Context: an optimization exercise on an open-source flow, tuned for small area. The choices shown serve that exercise and are no tape-out recipe. Only simulation tests tie the RTL to the original design; equivalence was not proved.

==> inputs of trial 67 <==
==> flow/design.v <==
module kachel_chanmap (
    input  wire       clk,
    input  wire       clr,        
    input  wire       inc,        
    output wire       full,       
    output wire [4:0] pos,        
    output wire [5:0] lane        
);
  reg [1:0] col;
  reg [2:0] x;
  reg [3:0] y;    
  always @(posedge clk) begin
    if (clr) begin
      col <= 2'd0; x <= 3'd0; y <= 4'd0;
    end else if (inc) begin
      if (col == 2'd2) begin
        col <= 2'd0;
        x   <= x + 3'd1;
        if (x == 3'd7) y <= y + 4'd1;
      end else begin
        col <= col + 2'd1;
      end
    end
  end
  assign full = y[3];
  assign pos  = {y[1:0], y[0] ? ~x : x};
  assign lane = {col == 2'd2 &  y[2], col == 2'd2 & ~y[2],
                 col == 2'd1 &  y[2], col == 2'd1 & ~y[2],
                 col == 2'd0 &  y[2], col == 2'd0 & ~y[2]};
endmodule
module kachel_planebuf (
    input  wire       clk,
    input  wire [4:0] ph,         
    input  wire       we,
    input  wire       wbuf,
    input  wire [5:0] wlane,      
    input  wire [4:0] wpos,
    input  wire [7:0] wdata,      
    output wire       wdone,      
    input  wire       fbuf,
    input  wire [2:0] fplane,
    input  wire [2:0] ftap,
    input  wire [1:0] rsel,
    output wire [5:0] rdata       
);
  assign wdone = we && (wpos == ~ph);
  reg  [7:0]  tap_sel;
  reg  [15:0] grp_sel;    
  integer k;
  always @(*) begin
    for (k = 0; k < 8; k = k + 1)
      tap_sel[k] = (ftap == k);
    for (k = 0; k < 16; k = k + 1)
      grp_sel[k] = ({fbuf, fplane} == k);
  end
  genvar l, g, i, t;
  generate
    for (l = 0; l < 6; l = l + 1) begin : g_lane
      wire [31:0] ring [0:15];
      for (g = 0; g < 16; g = g + 1) begin : g_ring
        reg [31:0] r;
        wire wr = wdone && wlane[l] && (wbuf == g[3]);
        always @(posedge clk)
          r <= {r[30:0], wr ? wdata[g[2:0]] : r[31]};
        assign ring[g] = r;
      end
      wire [7:0] z;
      for (i = 0; i < 8; i = i + 1) begin : g_tap
        wire [4:0] n;
        for (t = 0; t < 5; t = t + 1) begin : g_aoi
          kachel_aoi222 u (
              .a0(ring[3*t][4*i+3]),   .s0(grp_sel[3*t]),
              .a1(ring[3*t+1][4*i+3]), .s1(grp_sel[3*t+1]),
              .a2(ring[3*t+2][4*i+3]), .s2(grp_sel[3*t+2]),
              .y_n(n[t]));
        end
        assign z[i] = ~&n | (ring[15][4*i+3] & grp_sel[15]);
      end
      wire feed = |(z & tap_sel);
      reg  [2:0] dl;
      always @(posedge clk)
        dl <= {dl[1:0], feed};
      assign rdata[l] = (rsel == 2'd0) ? feed  :
                        (rsel == 2'd1) ? dl[0] :
                        (rsel == 2'd2) ? dl[1] : dl[2];
    end
  endgenerate
endmodule
module kachel_aoi222 (
    input  wire a0, s0, a1, s1, a2, s2,
    output wire y_n
);
  assign y_n = ~((a0 & s0) | (a1 & s1) | (a2 & s2));
endmodule
module kachel_core (
    input  wire       clk,
    input  wire       rst,         
    input  wire       tick,        
    input  wire       latch_in,    
    input  wire       ser_done,    
    input  wire [7:0] ser_data,    
    output reg  [7:0] drv_data,    
    output reg        drv_clk,     
    output reg        drv_lat,     
    output reg        drv_blank,   
    output reg        front_sel,   
    output reg  [2:0] bam_step     
);
  localparam [5:0]  T_CLR = 6'd4;      
  localparam [2:0] S_CLR1  = 3'd0,    
                   S_ZERO  = 3'd1,    
                   S_CLR2  = 3'd2,    
                   S_CLAT  = 3'd3,    
                   S_CLR3  = 3'd4,    
                   S_IDLE  = 3'd5,    
                   S_LATW  = 3'd6,    
                   S_SHIFT = 3'd7;    
  reg  [2:0]  seq_state;
  reg  [5:0]  seq_cnt;
  reg         tx_buf;
  reg  [2:0]  tx_plane;
  reg         a_zero;
  wire        gie = !drv_blank;      
  reg         tmr_pend;
  reg  [10:0] tmr_cnt;       
  reg         tmr_p0;        
  reg         latch_s, lat_pend;
  reg         ser_flag;
  reg  [7:0]  ser_byte;
  reg         ser_ie, cmd_second;
  reg         cap_q;         
  reg         w_pend;        
  reg         w_done;        
  reg         clr_req;       
  reg         fresh;         
  reg  [4:0]  ph;
  wire tx_idle    = (seq_state == S_IDLE);
  wire svc_timer  = gie && tmr_pend && tx_idle;
  wire svc_latch  = gie && lat_pend && !svc_timer;
  wire svc_serial = gie && ser_ie && ser_flag && !svc_timer && !svc_latch;
  wire resync     = svc_serial && cmd_second;
  wire boot_done  = (seq_state == S_CLR3) && (seq_cnt == T_CLR - 6'd1);
  wire capture    = svc_latch && latch_s && ser_flag;
  wire       cnt_full;
  wire [4:0] map_pos;
  wire [5:0] map_lane;
  wire       wpass;                  
  wire       wreq     = (lat_pend && latch_s && ser_flag) || w_pend;
  wire       ser_load = ser_done && !(svc_latch ? latch_s : ser_ie);
  wire       w_end    = w_pend && !cap_q && (w_done || wpass);
  wire       rx_clear = svc_serial && !fresh;
  wire       clr_now  = (rx_clear || clr_req) && (w_end || !w_pend);
  kachel_chanmap u_map (
      .clk(clk), .clr(rst || (cap_q && cnt_full) || clr_now), .inc(w_end),
      .full(cnt_full), .pos(map_pos), .lane(map_lane));
  wire       in_tx    = (seq_state == S_LATW) ||
                        ((seq_state == S_SHIFT) && (seq_cnt != 6'd63));
  wire       swap_now = cap_q && cnt_full;
  wire       pred_buf = svc_timer ? front_sel : (front_sel ^ swap_now);
  wire [2:0] pred_pl  = (resync ? 3'd0 : bam_step) + 3'd1;
  wire [6:0] nxt      = {1'b0, seq_cnt} + 7'd1;
  wire [4:0] rd_pos   = (seq_state == S_SHIFT) ? nxt[5:1] : 5'd0;
  wire [4:0] rd_slot  = rd_pos + ph;
  wire [5:0] rdata;
  kachel_planebuf u_buf (
      .clk(clk), .ph(ph),
      .we(wreq), .wbuf(~(front_sel ^ cnt_full)), .wlane(map_lane),
      .wpos(map_pos), .wdata(ser_byte), .wdone(wpass),
      .fbuf(in_tx ? tx_buf : pred_buf), .fplane(in_tx ? tx_plane : pred_pl),
      .ftap(rd_slot[4:2]), .rsel(rd_slot[1:0] + 2'd1), .rdata(rdata));
  wire       tx_zero  = a_zero && !tx_buf;
  wire [7:0] tx_rdata = tx_zero ? 8'h00
                                : {1'b0, rdata[5:3], 1'b0, rdata[2:0]};
  always @(posedge clk) begin
    if (rst) ph <= 5'd0;
    else     ph <= ph + 5'd1;
  end
  always @(posedge clk) begin
    if (rst) begin
      seq_state <= S_CLR1;
      seq_cnt   <= 6'd0;
      drv_data  <= 8'h00;
      drv_clk   <= 1'b0;
      drv_lat   <= 1'b0;
      drv_blank <= 1'b1;
    end else begin
      drv_clk <= ((seq_state == S_ZERO) || (seq_state == S_SHIFT)) && seq_cnt[0];
      drv_lat <= (seq_state == S_CLAT) || svc_timer;
      case (seq_state)
        S_CLR1: begin
          seq_cnt <= seq_cnt + 6'd1;
          if (seq_cnt == T_CLR - 6'd1) begin
            seq_cnt   <= 6'd0;
            seq_state <= S_ZERO;
          end
        end
        S_ZERO: begin
          seq_cnt  <= seq_cnt + 6'd1;
          if (seq_cnt == 6'd63) begin
            seq_cnt   <= 6'd0;
            seq_state <= S_CLR2;
          end
        end
        S_CLR2: begin
          seq_cnt <= seq_cnt + 6'd1;
          if (seq_cnt == T_CLR - 6'd1) begin
            seq_cnt   <= 6'd0;
            seq_state <= S_CLAT;
          end
        end
        S_CLAT: begin
          seq_state <= S_CLR3;
        end
        S_CLR3: begin
          seq_cnt <= seq_cnt + 6'd1;
          if (boot_done) begin
            seq_cnt   <= 6'd0;
            drv_blank <= 1'b0;
            seq_state <= S_IDLE;
          end
        end
        S_IDLE: begin
          if (svc_timer)
            seq_state <= S_LATW;
        end
        S_LATW: begin
          seq_cnt   <= 6'd0;
          seq_state <= S_SHIFT;
        end
        S_SHIFT: begin
          if (!seq_cnt[0])
            drv_data <= tx_rdata;
          seq_cnt <= seq_cnt + 6'd1;
          if (seq_cnt == 6'd63)
            seq_state <= S_IDLE;
        end
      endcase
    end
  end
  always @(posedge clk) begin
    if (ser_load)
      ser_byte <= ser_data;
    if (tx_idle && svc_timer) begin
      tx_buf   <= front_sel;
      tx_plane <= bam_step + 3'd1;
    end
  end
  reg        pend_n;
  reg [10:0] cnt_n;
  reg [2:0]  idx_n, step_n;
  reg [10:0] last;         
  always @(*) begin
    pend_n   = tmr_pend;
    cnt_n    = tmr_cnt;
    idx_n    = tmr_p0 ? 3'd0 : bam_step - 3'd1;    
    step_n   = bam_step;
    if (svc_timer) begin
      pend_n   = 1'b0;
      idx_n    = bam_step;
      step_n   = bam_step + 3'd1;
    end else if (resync) begin
      idx_n    = 3'd0;
      step_n   = 3'd0;
    end
    last = (11'd16 << idx_n) - 11'd1;
    if (svc_timer || resync)
      cnt_n = 11'd0;
    if (tick && (gie || boot_done)) begin
      if ((cnt_n & last) == last) begin
        cnt_n  = 11'd0;
        pend_n = 1'b1;
      end else begin
        cnt_n  = cnt_n + 11'd1;
      end
    end
  end
  always @(posedge clk) begin
    if (rst) begin
      tmr_pend   <= 1'b0;
      tmr_cnt    <= 11'd0;
      tmr_p0     <= 1'b1;
      bam_step   <= 3'd0;
    end else begin
      tmr_pend   <= pend_n;
      tmr_cnt    <= cnt_n;
      tmr_p0     <= resync || (tmr_p0 && !svc_timer);
      bam_step   <= step_n;
    end
  end
  always @(posedge clk) begin
    if (rst) begin
      latch_s    <= latch_in;
      lat_pend   <= 1'b0;
      ser_flag   <= 1'b0;
      ser_ie     <= 1'b0;
      cmd_second <= 1'b0;
      cap_q      <= 1'b0;
      w_pend     <= 1'b0;
      w_done     <= 1'b0;
      clr_req    <= 1'b0;
      fresh      <= 1'b0;
      front_sel  <= 1'b0;
      a_zero     <= 1'b1;
    end else begin
      if (svc_latch) begin
        lat_pend <= 1'b0;
        if (latch_s) begin
          if (ser_flag)
            ser_flag <= 1'b0;
          ser_ie <= 1'b1;
        end else begin
          ser_ie     <= 1'b0;
          cmd_second <= 1'b0;
        end
      end
      if (svc_serial) begin
        ser_flag   <= 1'b0;
        cmd_second <= 1'b1;
      end
      latch_s <= latch_in;
      if (latch_in != latch_s)
        lat_pend <= 1'b1;
      if (ser_done)
        ser_flag <= 1'b1;
      cap_q   <= capture;
      clr_req <= (rx_clear || clr_req) && !clr_now;
      if (boot_done)
        fresh <= 1'b1;
      else if (ph == 5'd23)
        fresh <= 1'b0;
      if (cap_q && cnt_full) begin
        front_sel <= ~front_sel;
        if (front_sel)
          a_zero  <= 1'b0;
      end
      if (capture)
        w_pend <= 1'b1;
      else if (w_end)
        w_pend <= 1'b0;
      w_done <= wreq && !w_end && !ser_load && (w_done || wpass);
    end
  end
endmodule
==> flow/flow/run.sh <==
#!/bin/bash
set -euo pipefail
cd "$(dirname "$0")/.."
W=$(pwd)

# synthesis script: ORFS's synth.tcl with the ABC script swapped, sourced by
# a copy of synth_recipe.tcl
sed "s#^source \$::env(SCRIPTS_DIR)/synth_preamble.tcl\$#&\nset abc_args [lreplace \$abc_args 1 1 $W/flow/abc_area.script]#" \
  "$FLOW_HOME/scripts/synth.tcl" > "$W/synth_area.tcl"
grep -q "abc_area.script" "$W/synth_area.tcl"
sed "s#source \$::env(SCRIPTS_DIR)/synth.tcl#source $W/synth_area.tcl#" \
  "$W/synth_recipe.tcl" > "$W/synth_recipe_area.tcl"
grep -q "synth_area.tcl" "$W/synth_recipe_area.tcl"
sed "s#SYNTH_SCRIPT=[^ ]*#SYNTH_SCRIPT=$W/synth_recipe_area.tcl#" \
  "$W/standard.sh" > "$W/standard_area.sh"
grep -q "synth_recipe_area.tcl" "$W/standard_area.sh"

export CTS_ARGS="-sink_clustering_enable -repair_clock_nets -sink_clustering_size 18 -sink_clustering_max_diameter 40 -buf_list sky130_fd_sc_hd__clkbuf_8 -dont_use_dummy_load"
export BUFFER_PORTS_ARGS="-buffer_cell sky130_fd_sc_hd__buf_1"
bash "$W/standard_area.sh" > "$W/standard.log" 2>&1
==> flow/flow/abc_area.script <==
strash
dc2
dch -f
amap
topo
strash
dch -f
amap
topo
==> flow/standard.sh <==
#!/bin/bash
# synth_recipe.tcl (not shown) runs the flow's synth.tcl, then flattens the netlist and writes it again
# the make line also repeats each setting of config.mk as NAME=value (left out here)
make -C /OpenROAD-flow-scripts/flow DESIGN_CONFIG=/design/flow/config.mk WORK_HOME=/design/flow/orfs CLKGATE_MAP_FILE= SYNTH_SCRIPT=/design/flow/synth_recipe.tcl "${@:-finish}"
==> flow/config.mk <==
export PLATFORM = sky130hd
export DESIGN_NAME = kachel_core
export DESIGN_NICKNAME = kachel_core
export VERILOG_FILES = /design/flow/design.v
export SDC_FILE = /design/flow/constraint.sdc
export NUM_CORES = 8
export LEC_CHECK = 0
export CAP_MARGIN = 20
export CORE_MARGIN = 2
export CORE_UTILIZATION = 65
export GPL_ROUTABILITY_DRIVEN = 1
export PLACE_DENSITY = 0.85
export SLEW_MARGIN = 20
export SYNTH_HIERARCHICAL = 1
==> flow/constraint.sdc <==
create_clock -name core_clock -period 20.0 [get_ports {clk}]
set_input_delay 4.0000 -clock core_clock [delete_from_list [all_inputs] [get_ports {clk}]]
set_output_delay 4.0000 -clock core_clock [all_outputs]
set_load 0.01 [all_outputs]
==> build 55: changes against trial 67 <==
--- a/flow/design.v
+++ b/flow/design.v
@@ -119,11 +119,12 @@
   reg  [5:0]  seq_cnt;
   reg         tx_buf;
   reg  [2:0]  tx_plane;
+  reg         tx_zero;
   reg         a_zero;
   wire        gie = !drv_blank;      
   reg         tmr_pend;
   reg  [10:0] tmr_cnt;       
-  reg         tmr_p0;        
+  reg  [2:0]  tmr_idx;       
   reg         latch_s, lat_pend;
   reg         ser_flag;
   reg  [7:0]  ser_byte;
@@ -168,7 +169,6 @@
       .wpos(map_pos), .wdata(ser_byte), .wdone(wpass),
       .fbuf(in_tx ? tx_buf : pred_buf), .fplane(in_tx ? tx_plane : pred_pl),
       .ftap(rd_slot[4:2]), .rsel(rd_slot[1:0] + 2'd1), .rdata(rdata));
-  wire       tx_zero  = a_zero && !tx_buf;
   wire [7:0] tx_rdata = tx_zero ? 8'h00
                                 : {1'b0, rdata[5:3], 1'b0, rdata[2:0]};
   always @(posedge clk) begin
@@ -243,6 +243,7 @@
     if (tx_idle && svc_timer) begin
       tx_buf   <= front_sel;
       tx_plane <= bam_step + 3'd1;
+      tx_zero  <= a_zero && !front_sel;
     end
   end
   reg        pend_n;
@@ -252,7 +253,7 @@
   always @(*) begin
     pend_n   = tmr_pend;
     cnt_n    = tmr_cnt;
-    idx_n    = tmr_p0 ? 3'd0 : bam_step - 3'd1;    
+    idx_n    = tmr_idx;
     step_n   = bam_step;
     if (svc_timer) begin
       pend_n   = 1'b0;
@@ -278,12 +279,12 @@
     if (rst) begin
       tmr_pend   <= 1'b0;
       tmr_cnt    <= 11'd0;
-      tmr_p0     <= 1'b1;
+      tmr_idx    <= 3'd0;
       bam_step   <= 3'd0;
     end else begin
       tmr_pend   <= pend_n;
       tmr_cnt    <= cnt_n;
-      tmr_p0     <= resync || (tmr_p0 && !svc_timer);
+      tmr_idx    <= idx_n;
       bam_step   <= step_n;
     end
   end
@@ -330,8 +331,7 @@
         fresh <= 1'b0;
       if (cap_q && cnt_full) begin
         front_sel <= ~front_sel;
-        if (front_sel)
-          a_zero  <= 1'b0;
+        a_zero    <= 1'b0;
       end
       if (capture)
         w_pend <= 1'b1;
==> flow/run.sh (new file) <==
#!/bin/bash
# synth_recipe.tcl (not shown) runs the flow's synth.tcl, then flattens the netlist and writes it again
# the make line also repeats each setting of config.mk as NAME=value (left out here)
make -C /OpenROAD-flow-scripts/flow DESIGN_CONFIG=/design/flow/config.mk WORK_HOME=/design/flow/orfs CLKGATE_MAP_FILE= SYNTH_SCRIPT=/design/flow/synth_recipe.tcl finish
--- a/flow/config.mk
+++ b/flow/config.mk
@@ -8,6 +8,9 @@
 export CAP_MARGIN = 20
 export CORE_MARGIN = 2
 export CORE_UTILIZATION = 65
+export CTS_BUF_LIST = sky130_fd_sc_hd__clkbuf_8
+export CTS_CLUSTER_DIAMETER = 100
+export CTS_CLUSTER_SIZE = 16
 export GPL_ROUTABILITY_DRIVEN = 1
 export PLACE_DENSITY = 0.85
 export SLEW_MARGIN = 20
removed: flow/flow/run.sh
removed: flow/flow/abc_area.script
removed: flow/standard.sh
==> results.cfg <==
[status]
status = finished clean

[finish]
area_growth_pct = 7.36

[power]
seq-power_uw = 6320
switching_share = 0.201

[placement]
dpl.cell_count = 5534

[synthesis]
synth.mux.area_fraction = 0.0182

[floorplan]
dieArea_sq_um = 112000

[sta]
max_freq_ghz = 0.163

[critical_path]
r2r.worst_path.cells = 17
The numbers above come from build 55.

==> results.cfg <==
[clock_network]
clock_sinks = 3162
h-tree-depth = 4

[critical_path]
cp-end-kind = flop
r2r.worst_path.cells = 28

[placement]
dpl.cell_count = 5672

[finish]
inv_count = 81
area_growth_pct = 7.30

[power]
switching_share = 0.202
seq-power_uw = 6310

[floorplan]
dieArea_sq_um = 110000

[synthesis]
synth.mux.area_fraction = 0
synth_top_family_by_area = compound AO/OA/AOI/OAI gates

[sta]
max_freq_ghz = 0.133

[status]
status = finished clean
The numbers above come from trial 67.

## static timing again, ports no longer ideal
No port has a modelled driver above. Below, the same layouts with a new extraction and two added sets of constraints. Step 1, drivers: a clkbuf_16 drives clk and a buf_2 each remaining input, both assumed. Step 2 moves the port delays by t, midway between the first and last clock arrival at a register: inputs arrive t later, outputs are due t later. That takes back most of the time a late clock gives input paths. Slacks: ideal ports / drivers / drivers and shift; pairs: ideal ports / drivers.
run	t (ns)	setup slack, ns	worst register clock-pin slew, ns	worst slew at a driven data input, ns
trial 67	0.941	12.461 / 12.461 / 12.461	0.12 / 0.12	0.04
build 55	0.966	13.860 / 13.817 / 13.860	0.11 / 0.11	0.03
After both steps setup and hold are still met in every run listed.
